Source: an optimization exercise on an open RTL-to-GDS flow (aim: small area, a short achievable clock period and few clock cycles). Production flows keep margins and buffers that such runs may drop. In this exercise RTL edits were held to simulation tests only and were not proved equivalent to the original. Power figures rest on the tool's default switching activity, not on a simulated workload.

### flow/config.mk
export PLATFORM = sky130hd
export DESIGN_NAME = etlv
export DESIGN_NICKNAME = etlv
export VERILOG_FILES = /design/flow/design.v
export SDC_FILE = /design/flow/constraint.sdc
export NUM_CORES = 4
export LEC_CHECK = 0
export CAP_MARGIN = 20
export CORE_MARGIN = 2
export CORE_UTILIZATION = 40
export SLEW_MARGIN = 20
### flow/constraint.sdc
create_clock -name core_clock -period 12.0 [get_ports {clk}]
set_input_delay 2.4000 -clock core_clock [delete_from_list [all_inputs] [get_ports {clk}]]
set_output_delay 2.4000 -clock core_clock [all_outputs]
set_load 0.01 [all_outputs]
### flow/design.v
module etlv (
    input             clk,
    input             rst,
    input             reg_wr,
    input      [5:0]  reg_addr,
    input      [31:0] reg_wdata,
    output reg [31:0] reg_rdata,
    output reg        mem_req,
    output reg        mem_we,
    output reg [31:0] mem_addr,
    output reg [7:0]  mem_wdata,
    input             mem_ready,
    input      [7:0]  mem_rdata,
    input             mem_err
);
    localparam [2:0] OP_DECODE_TAG = 3'd1, OP_ENCODE_TAG = 3'd2,
                     OP_DECODE_LEN = 3'd3, OP_ENCODE_LEN = 3'd4,
                     OP_PARSE      = 3'd5, OP_SERIALIZE  = 3'd6,
                     OP_FIND       = 3'd7;
    localparam [3:0] E_OK = 4'd0, E_BADARG = 4'd1, E_NODATA = 4'd2,
                     E_NOMEM = 4'd3, E_INVALID = 4'd4, E_OVERFLOW = 4'd5,
                     E_MSGSIZE = 4'd6, E_NOTFOUND = 4'd7, E_BUS = 4'd8;
    localparam [3:0] S_IDLE = 4'd0, S_TAG0 = 4'd1, S_TAGC = 4'd2, S_LEN0 = 4'd3,
                     S_LENB = 4'd4, S_TEND = 4'd5, S_RECW = 4'd6, S_RECR = 4'd7,
                     S_EMIT = 4'd8, S_VRD  = 4'd9, S_VWR  = 4'd10;
    reg [2:0]  cmd;
    reg        done;
    reg [3:0]  err;
    reg [31:0] src_addr, src_len, dst_addr, dst_cap, tok_addr, tok_n, arg;
    reg        rz;       
    reg [3:0]  st;
    reg [31:0] off;      
    reg [31:0] C;        
    reg [31:0] S;        
    reg [31:0] T;        
    reg [31:0] L;        
    reg [31:0] V;        
    reg [3:0]  k;        
    reg        fresh;    
    reg        ph;       
    wire busy = (st != S_IDLE);
    wire is_dec  = (cmd == OP_DECODE_TAG) || (cmd == OP_DECODE_LEN);
    wire is_find = (cmd == OP_FIND);
    wire is_ser  = (cmd == OP_SERIALIZE);
    wire is_parse = (cmd == OP_PARSE);
    wire [31:0] res0 = rz ? 32'h0 : (is_dec ? T : C);
    wire [31:0] res1 = rz ? 32'h0 : (is_find ? T : S);
    wire [31:0] res2 = (!rz && is_find) ? L : 32'h0;
    wire [31:0] res3 = (!rz && is_find) ? V : 32'h0;
    always @* begin
        reg_rdata = 32'h0;
        if (reg_addr[1:0] == 2'b00) begin
            case (reg_addr[5:2])
                4'h0: reg_rdata = {29'h0, cmd};
                4'h1: reg_rdata = {20'h0, err, 6'h0, done, busy};
                4'h2: reg_rdata = src_addr;
                4'h3: reg_rdata = src_len;
                4'h4: reg_rdata = dst_addr;
                4'h5: reg_rdata = dst_cap;
                4'h6: reg_rdata = tok_addr;
                4'h7: reg_rdata = tok_n;
                4'h8: reg_rdata = arg;
                4'h9: reg_rdata = res0;
                4'hA: reg_rdata = res1;
                4'hB: reg_rdata = res2;
                4'hC: reg_rdata = res3;
                default: reg_rdata = 32'h0;
            endcase
        end
    end
    wire [7:0]  b        = mem_rdata;
    wire        acc_ok   = mem_ready;             
    wire        src_end  = (off >= src_len);
    wire [32:0] vend     = {1'b0, off} + {1'b0, L};
    wire        vend_gt  = (vend > {1'b0, src_len});
    wire        wfull    = (C == dst_cap);        
    wire        cnt_full = (C == tok_n);          
    wire        rec_end  = (S == tok_n);          
    wire        use_dst  = (st == S_EMIT) || (st == S_VWR);
    wire [31:0] a_base   = use_dst ? dst_addr : ((st == S_VRD) ? 32'h0 : src_addr);
    wire [31:0] a_off    = use_dst ? C : off;
    wire [31:0] asum     = a_base + a_off;
    wire [31:0] W = is_ser ? (ph ? L : T) : arg;
    wire [2:0]  wn = (W[31:24] != 8'h0) ? 3'd4 : (W[23:16] != 8'h0) ? 3'd3 :
                     (W[15:8] != 8'h0) ? 3'd2 : 3'd1;
    wire [1:0]  wtop = wn[1:0] - 2'd1;            
    wire [7:0]  wtopb = W[8*wtop +: 8];
    wire        w_long = (W[31:7] != 25'h0);      
    wire        w_zero = (W == 32'h0);
    wire        w_hdr  = fresh && ph && w_long;   
    wire [1:0]  esel   = fresh ? wtop : k[1:0];
    wire [7:0]  ebyte  = w_hdr ? {5'b10000, wn} : W[8*esel +: 8];
    wire        e_bad  = fresh && (ph ? w_zero : (wn != 3'd1 && wtopb[4:0] != 5'd31));
    wire [3:0]  e_code = ph ? E_BADARG : E_INVALID;
    wire        e_last = fresh ? (ph ? !w_long : (wn == 3'd1)) : (k[1:0] == 2'd0);
    reg [7:0] rbyte;
    always @* begin
        case (k)
            4'd0:  rbyte = T[7:0];
            4'd1:  rbyte = T[15:8];
            4'd2:  rbyte = T[23:16];
            4'd3:  rbyte = T[31:24];
            4'd4:  rbyte = L[7:0];
            4'd5:  rbyte = L[15:8];
            4'd6:  rbyte = L[23:16];
            4'd7:  rbyte = L[31:24];
            4'd8:  rbyte = asum[7:0];
            4'd9:  rbyte = asum[15:8];
            4'd10: rbyte = asum[23:16];
            default: rbyte = asum[31:24];
        endcase
    end
    always @* begin
        mem_req   = 1'b0;
        mem_we    = 1'b0;
        mem_addr  = asum;
        mem_wdata = T[7:0];
        case (st)
            S_TAG0:  mem_req = !src_end && !(is_parse && cnt_full);
            S_TAGC, S_LEN0, S_LENB: mem_req = !src_end;
            S_RECW: begin
                mem_req   = !(k == 4'd0 && vend_gt);
                mem_we    = 1'b1;
                mem_addr  = V;
                mem_wdata = rbyte;
            end
            S_RECR: begin
                mem_req  = !(k == 4'd0 && rec_end);
                mem_addr = V;
            end
            S_EMIT: begin
                mem_req   = !e_bad && !wfull;
                mem_we    = 1'b1;
                mem_wdata = ebyte;
            end
            S_VRD:  mem_req = !wfull;
            S_VWR: begin
                mem_req = !wfull;
                mem_we  = 1'b1;
            end
            default: ;
        endcase
    end
    task finish;
        begin
            done <= 1'b1;
            st   <= S_IDLE;
        end
    endtask
    task raise;
        input [3:0] code;
        begin
            done <= 1'b1;
            err  <= code;
            st   <= S_IDLE;
        end
    endtask
    wire [2:0] wop = reg_wdata[2:0];
    always @(posedge clk) begin
        if (rst) begin
            cmd <= 3'd0; done <= 1'b0; err <= 4'd0; rz <= 1'b1;
            src_addr <= 32'h0; src_len <= 32'h0; dst_addr <= 32'h0; dst_cap <= 32'h0;
            tok_addr <= 32'h0; tok_n <= 32'h0; arg <= 32'h0;
            st <= S_IDLE;
        end else if (!busy) begin
            if (reg_wr && reg_addr[1:0] == 2'b00) begin
                case (reg_addr[5:2])
                    4'h0: begin
                        cmd   <= wop;
                        done  <= 1'b0;
                        err   <= E_OK;
                        rz    <= (wop == OP_DECODE_TAG) || (wop == OP_DECODE_LEN) ||
                                 (wop == OP_FIND) || (wop == 3'd0);
                        C     <= 32'h0;
                        S     <= 32'h0;
                        off   <= (wop == OP_DECODE_TAG || wop == OP_DECODE_LEN) ? arg : 32'h0;
                        V     <= tok_addr;
                        k     <= 4'd0;
                        fresh <= 1'b1;
                        ph    <= (wop == OP_ENCODE_LEN);
                        case (wop)
                            OP_DECODE_TAG, OP_PARSE, OP_FIND: st <= S_TAG0;
                            OP_DECODE_LEN: st <= S_LEN0;
                            OP_ENCODE_TAG, OP_ENCODE_LEN: st <= S_EMIT;
                            OP_SERIALIZE: st <= S_RECR;
                            default: begin done <= 1'b1; err <= E_BADARG; end
                        endcase
                    end
                    4'h2: src_addr <= reg_wdata;
                    4'h3: src_len  <= reg_wdata;
                    4'h4: dst_addr <= reg_wdata;
                    4'h5: dst_cap  <= reg_wdata;
                    4'h6: tok_addr <= reg_wdata;
                    4'h7: tok_n    <= reg_wdata;
                    4'h8: arg      <= reg_wdata;
                    default: ;
                endcase
            end
        end else begin
            case (st)
                S_TAG0: begin
                    if (src_end) begin
                        if (is_parse)     finish;
                        else if (is_find) raise(E_NOTFOUND);
                        else              raise(E_NODATA);
                    end else if (is_parse && cnt_full) raise(E_NOMEM);
                    else if (acc_ok) begin
                        if (mem_err) raise(E_BUS);
                        else begin
                            off <= off + 32'd1;
                            if (is_dec) S <= S + 32'd1;
                            T   <= {24'h0, b};
                            if (is_find) C <= off;
                            if (b[4:0] != 5'd31) begin
                                if (is_dec) begin rz <= 1'b0; finish; end
                                else st <= S_LEN0;
                            end else st <= S_TAGC;
                        end
                    end
                end
                S_TAGC: begin
                    if (src_end) raise(E_MSGSIZE);
                    else if (acc_ok) begin
                        if (mem_err)                        raise(E_BUS);
                        else if (T[15:8] == 8'h0 && b == 8'h0) raise(E_INVALID);
                        else if (T[31:24] != 8'h0)          raise(E_OVERFLOW);
                        else begin
                            off <= off + 32'd1;
                            if (is_dec) S <= S + 32'd1;
                            T   <= {T[23:0], b};
                            if (!b[7]) begin
                                if (is_dec) begin rz <= 1'b0; finish; end
                                else st <= S_LEN0;
                            end
                        end
                    end
                end
                S_LEN0: begin
                    if (src_end) raise(E_NODATA);
                    else if (acc_ok) begin
                        if (mem_err) raise(E_BUS);
                        else if (!b[7]) begin
                            off <= off + 32'd1;
                            if (is_dec) S <= S + 32'd1;
                            if (is_dec) begin T <= {24'h0, b}; rz <= 1'b0; finish; end
                            else begin
                                L  <= {24'h0, b};
                                k  <= 4'd0;
                                st <= is_find ? S_TEND : S_RECW;
                            end
                        end
                        else if (b == 8'hFF)         raise(E_INVALID);
                        else if (b[6:0] > 7'd4)      raise(E_OVERFLOW);
                        else if (b[6:0] == 7'd0)     raise(E_INVALID);
                        else begin
                            off <= off + 32'd1;
                            if (is_dec) S <= S + 32'd1;
                            k   <= {1'b0, b[2:0]};
                            if (is_dec) T <= 32'h0; else L <= 32'h0;
                            st  <= S_LENB;
                        end
                    end
                end
                S_LENB: begin
                    if (src_end) raise(E_MSGSIZE);
                    else if (acc_ok) begin
                        if (mem_err) raise(E_BUS);
                        else if (k[2] && b[7]) raise(E_OVERFLOW);
                        else begin
                            off <= off + 32'd1;
                            if (is_dec) S <= S + 32'd1;
                            k   <= k - 4'd1;
                            if (is_dec) T <= {T[23:0], b}; else L <= {L[23:0], b};
                            if (k == 4'd1) begin
                                if (is_dec) begin rz <= 1'b0; finish; end
                                else st <= is_find ? S_TEND : S_RECW;
                            end
                        end
                    end
                end
                S_TEND: begin    
                    if (vend_gt) raise(E_MSGSIZE);
                    else if (T == arg) begin
                        V  <= asum;
                        rz <= 1'b0;
                        finish;
                    end else begin
                        off <= vend[31:0];
                        st  <= S_TAG0;
                    end
                end
                S_RECW: begin    
                    if (k == 4'd0 && vend_gt) raise(E_MSGSIZE);
                    else if (acc_ok) begin
                        if (mem_err) raise(E_BUS);
                        else begin
                            k <= k + 4'd1;
                            V <= V + 32'd1;
                            if (k == 4'd11) begin
                                C   <= C + 32'd1;
                                off <= vend[31:0];
                                S   <= vend[31:0];
                                st  <= S_TAG0;
                            end
                        end
                    end
                end
                S_RECR: begin    
                    if (k == 4'd0 && rec_end) finish;
                    else if (acc_ok) begin
                        if (mem_err) raise(E_BUS);
                        else begin
                            k   <= k + 4'd1;
                            V   <= V + 32'd1;
                            off <= {b, off[31:8]};
                            L   <= {off[7:0], L[31:8]};
                            T   <= {L[7:0], T[31:8]};
                            if (k == 4'd11) begin
                                fresh <= 1'b1;
                                ph    <= 1'b0;
                                st    <= S_EMIT;
                            end
                        end
                    end
                end
                S_EMIT: begin
                    if (e_bad) raise(e_code);
                    else if (wfull) raise(E_NOMEM);
                    else if (acc_ok) begin
                        if (mem_err) raise(E_BUS);
                        else begin
                            C     <= C + 32'd1;
                            fresh <= 1'b0;
                            k     <= {2'b0, (fresh ? (ph ? wn[1:0] - 2'd1 : wtop - 2'd1) : k[1:0] - 2'd1)};
                            if (e_last) begin
                                if (!is_ser) finish;
                                else if (!ph) begin fresh <= 1'b1; ph <= 1'b1; end
                                else st <= S_VRD;
                            end
                        end
                    end
                end
                S_VRD: begin
                    if (wfull) raise(E_NOMEM);
                    else if (acc_ok) begin
                        if (mem_err) raise(E_BUS);
                        else begin
                            T[7:0] <= b;
                            off    <= off + 32'd1;
                            st     <= S_VWR;
                        end
                    end
                end
                S_VWR: begin
                    if (wfull) raise(E_NOMEM);
                    else if (acc_ok) begin
                        if (mem_err) raise(E_BUS);
                        else begin
                            C <= C + 32'd1;
                            L <= L - 32'd1;
                            if (L == 32'd1) begin
                                S  <= S + 32'd1;
                                k  <= 4'd0;
                                st <= S_RECR;
                            end else st <= S_VRD;
                        end
                    end
                end
                default: st <= S_IDLE;
            endcase
        end
    end
endmodule
### flow/run.sh
#!/bin/bash
# synth_recipe.tcl (not shown) runs the flow's synth.tcl, then flattens the netlist and writes it again
# the make line also repeats each setting of config.mk as NAME=value (left out here)
make -C /OpenROAD-flow-scripts/flow DESIGN_CONFIG=/design/flow/config.mk WORK_HOME=/design/flow/orfs CLKGATE_MAP_FILE= SYNTH_SCRIPT=/design/flow/synth_recipe.tcl finish
==> out/metrics.csv <==
metric,value,unit
status,timing/DRC/antenna clean,
met2 GRT Util,64.3,%
share of layout cells above drive strength 1,8.05,%
Max-Slew Margin vs Limit,17.2,%
DP Area,37300,um^2
Syn Inst Count,4557,
Worst-Skew Late Latency,0.69,ns
most frequent cells in the layout,"nand2_1, a21oi_1, o21ai_0, dfxtp_1, nor2_1",
CTS root buffer,clkbuf_16,
vias in the first global route,35800,
post-CTS setup buffer count,0,
Setup CP Type,reg -> out,
Final ANT Viol Nets,0,
worst-margin pin slew,1.24,ns
Util after Layout,45.4,%
Post-DP HPWL,159,mm
syn_nets,4748,
Lkg Pwr,13.7,nW
CTS Sinks,435,
average size of a mapped cell,7.65,um^2
pin count of the biggest net entering global routing,97,
Core Region,86500,um^2
final WL,216,mm
CTS Buf Count,55,
fin crit share,77.0,%
Worst VDD drop,0.126,mV
# rows,108,
Period minus WS final,9.24,ns
most used routing layer,met2,
Flop pwr share,29.4,%
Total GRT Usage,46.5,%
Die ar.,89500,um^2
DRT iter0 DRCs,7681,
Critical Path AT,6.84,ns
Fill cells,8831,
drt wl/cell,38.0,um
ys flop type,dfxtp_1,
H-tree depth,2,
number of synthesized flops with an enable pin,198,
clock group share of total power,21.9,%
RSZ-0062 raised after global routing,false,
Peak Freq,108,MHz
number of buffers added on ports,124,
crit path launch type,flop,
Yosys reg bits,435,
# DRC,0,
via count,40100,
grt total ovfl,0,
Switch Pwr,4.11,mW
WP data required,9.60,ns
Logic pwr share,48.7,%
setup_tns,0,ns
"critical path fanouts, max",11,
Detailed Routing Iterations Pass 1,10,
die width,299,um
min-delay worst type,reg -> reg,
global-route wire length before repair,293,mm
post-synth cell types,102,
die height,299,um
Initial Utilization,40.3,%
placed cells,5573,
max cap viols,0,
cts hold-fix bufs,0,
Vias per Instance,7.04,
sw frac,49.0,%
Final Hold Fails,0,
clock-pin transition on the worst setup and hold timing paths,0.06,ns
post-cts sizing count,0,
Pint,4.27,mW
crit end category,output port,
initial antenna violation count,17,
grt met1 use,58.8,%
asr flop ratio synth,0,%
Setup Viol. Count Final,0,
TritonCTS clock tree,yes,
routability cong.,1.09,
Finished Layout Cells,5694,
sequential fraction of the synthesis area,30.7,%
clock buffer depth,3,
final instance area,39300,um^2
"commonest non-fill, non-tap cell in the layout",nand2_1,
max-slew violations,0,
I/O pins,125,
grt met3 use,15.9,%
area grow syn2layout,12.8,%
power per cell area,214,nW/um^2
Synth Warn #,1,
clock skew,0.0631,ns
"Cell Area, Synth",34800,um^2
final net count,4666,
-- power by group through the flow --
stage          Clock, mW  Combinational [mW]  Sequential, mW
6_report            1.84                4.09            2.46
5_1_grt             1.89                4.25            2.44
4_1_cts             1.83                3.90            2.40
3_5_place_dp           0                3.89            2.43
3_3_place_gp           0                3.91            2.43
2_1_floorplan          0                2.42            2.06
-- kinds of logic (layout without fill, tap and decap cells) --
kind of cell             after synthesis  after routing  share of synthesized area [%]
AND/OR/NAND/NOR                     1671           1671                           21.6
AO/OA/AOI/OAI                       1470           1470                           27.9
buffers and inverters                503            466                           5.66
flip-flops                           435            435                           30.7
XOR/XNOR                             290            290                           7.29
adder cells (fa/ha/maj)              140            140                           5.07
multiplexers                          48             48                           1.87
other                                  0             19                              0
-- path summary, 6_finish.rpt --
path / start / depth (start not counted) / slack (ns) / end
worst max-delay path: L[1] / 21 / 2.76 / mem_req
worst min-delay path: arg[6] / 2 / 0.46 / arg[6]
worst max register to register: L[1] / 22 / 4.84 / S[18]
worst min register to register: arg[6] / 2 / 0.46 / arg[6]
-- metal layers --
layer	part of all wire, %	wire length, um	up-vias
li1	-	-	16600
met4	9.9	21400	8
met1	37	79400	19200
met2	39	85300	3439
met5	0.025	54	-
met3	14	30300	838
-- through the flow --
stage	setup slack, ns	hold slack, ns	power [mW]
5_1_grt	2.53	0.477	8.58
3_5_place_dp	3.52	0.449	6.31
3_3_place_gp	3.42	0.443	6.34
6_report	2.76	0.463	8.39
2_1_floorplan	4.51	0.444	4.48
4_1_cts	2.88	0.458	8.14
-- layout make-up --
cell class,instances,area (um^2),area share (%)
timing repair buffer,284,2470,6.28
multi-input combinational,3619,22400,57.0
tap,1155,1450,3.68
sequential,435,10700,27.2
antenna,19,47.5,0.121
clock inverter,28,375,0.955
clock buffer,74,1570,3.99
inverter,80,300,0.764
-- worst max-delay path, cell delays in order, from the launching register on --
cell and delay [ns]:
edfxtp_1 0.79, ha_1 0.36, a211oi_1 0.35, o211ai_1 0.18, a21oi_1 0.26, o21ai_0 0.20
a31oi_1 0.31, o31ai_1 0.19, o21ai_0 0.19, nand2b_1 0.09, xnor2_1 0.32, inv_1 0.10
ha_1 0.31, nand4_1 0.13, or4_1 0.48, o22ai_1 0.13, a21oi_1 0.11, a21oi_2 0.53
a21o_1 0.27, a2bb2oi_1 0.12, nand3_1 0.17, clkdlybuf4s50_1 0.57
-- state kept, by name, summed over array words and instances, names as in the netlist --
signal and flops:
tok_n 32, src_addr 32, st 4, L 32, V 32, off 32, arg 32, tok_addr 32
T 32, src_len 32, dst_cap 32, C 32, ph 1, k 4, S 32, rz 1
dst_addr 32, err 4, cmd 3, done 1, fresh 1
-- Yosys cell counts, drive strengths merged, types with 61 or more instances --
library cell / n / share of area, %
clkbuf: 362 / 3.9
o21ai: 249 / 3.6
inv: 80 / 0.86
buf: 61 / 0.90
nand2: 897 / 9.7
edfxtp: 198 / 17
a221oi: 77 / 2.0
xor2: 158 / 4.0
xnor2: 132 / 3.3
a222oi: 84 / 2.4
a21oi: 547 / 7.9
nor3: 83 / 1.2
nor2: 238 / 2.6
nand3: 124 / 1.8
a22o: 100 / 2.5
a22oi: 63 / 1.4
ha: 138 / 5.0
dfxtp: 237 / 14
Testbench counts, summed over its fixed seeds: cycles 116,366.

[re-timing with driven ports]
Ports are ideal in the flow. The routed layout listed here was re-timed in OpenROAD. Step 1 assumes that a clkbuf_16 drives the clock port and a buf_2 every other input. Step 2 also shifts input and output timing later by t, the mid clock arrival at the registers, as if the neighbouring blocks saw the same clock. Slacks: no drivers / after step 1 / after step 2; pairs: no drivers / after step 1.
t, ns: 0.728
setup slack, ns: 2.765 / 2.692 / 3.074
hold WS [ns]: 0.463 / 0.463 / 0.463
After both steps setup and hold are still met in this run. For this run, drivers alone change the setup slack by -0.073 ns; drivers and shift together by +0.309 ns.
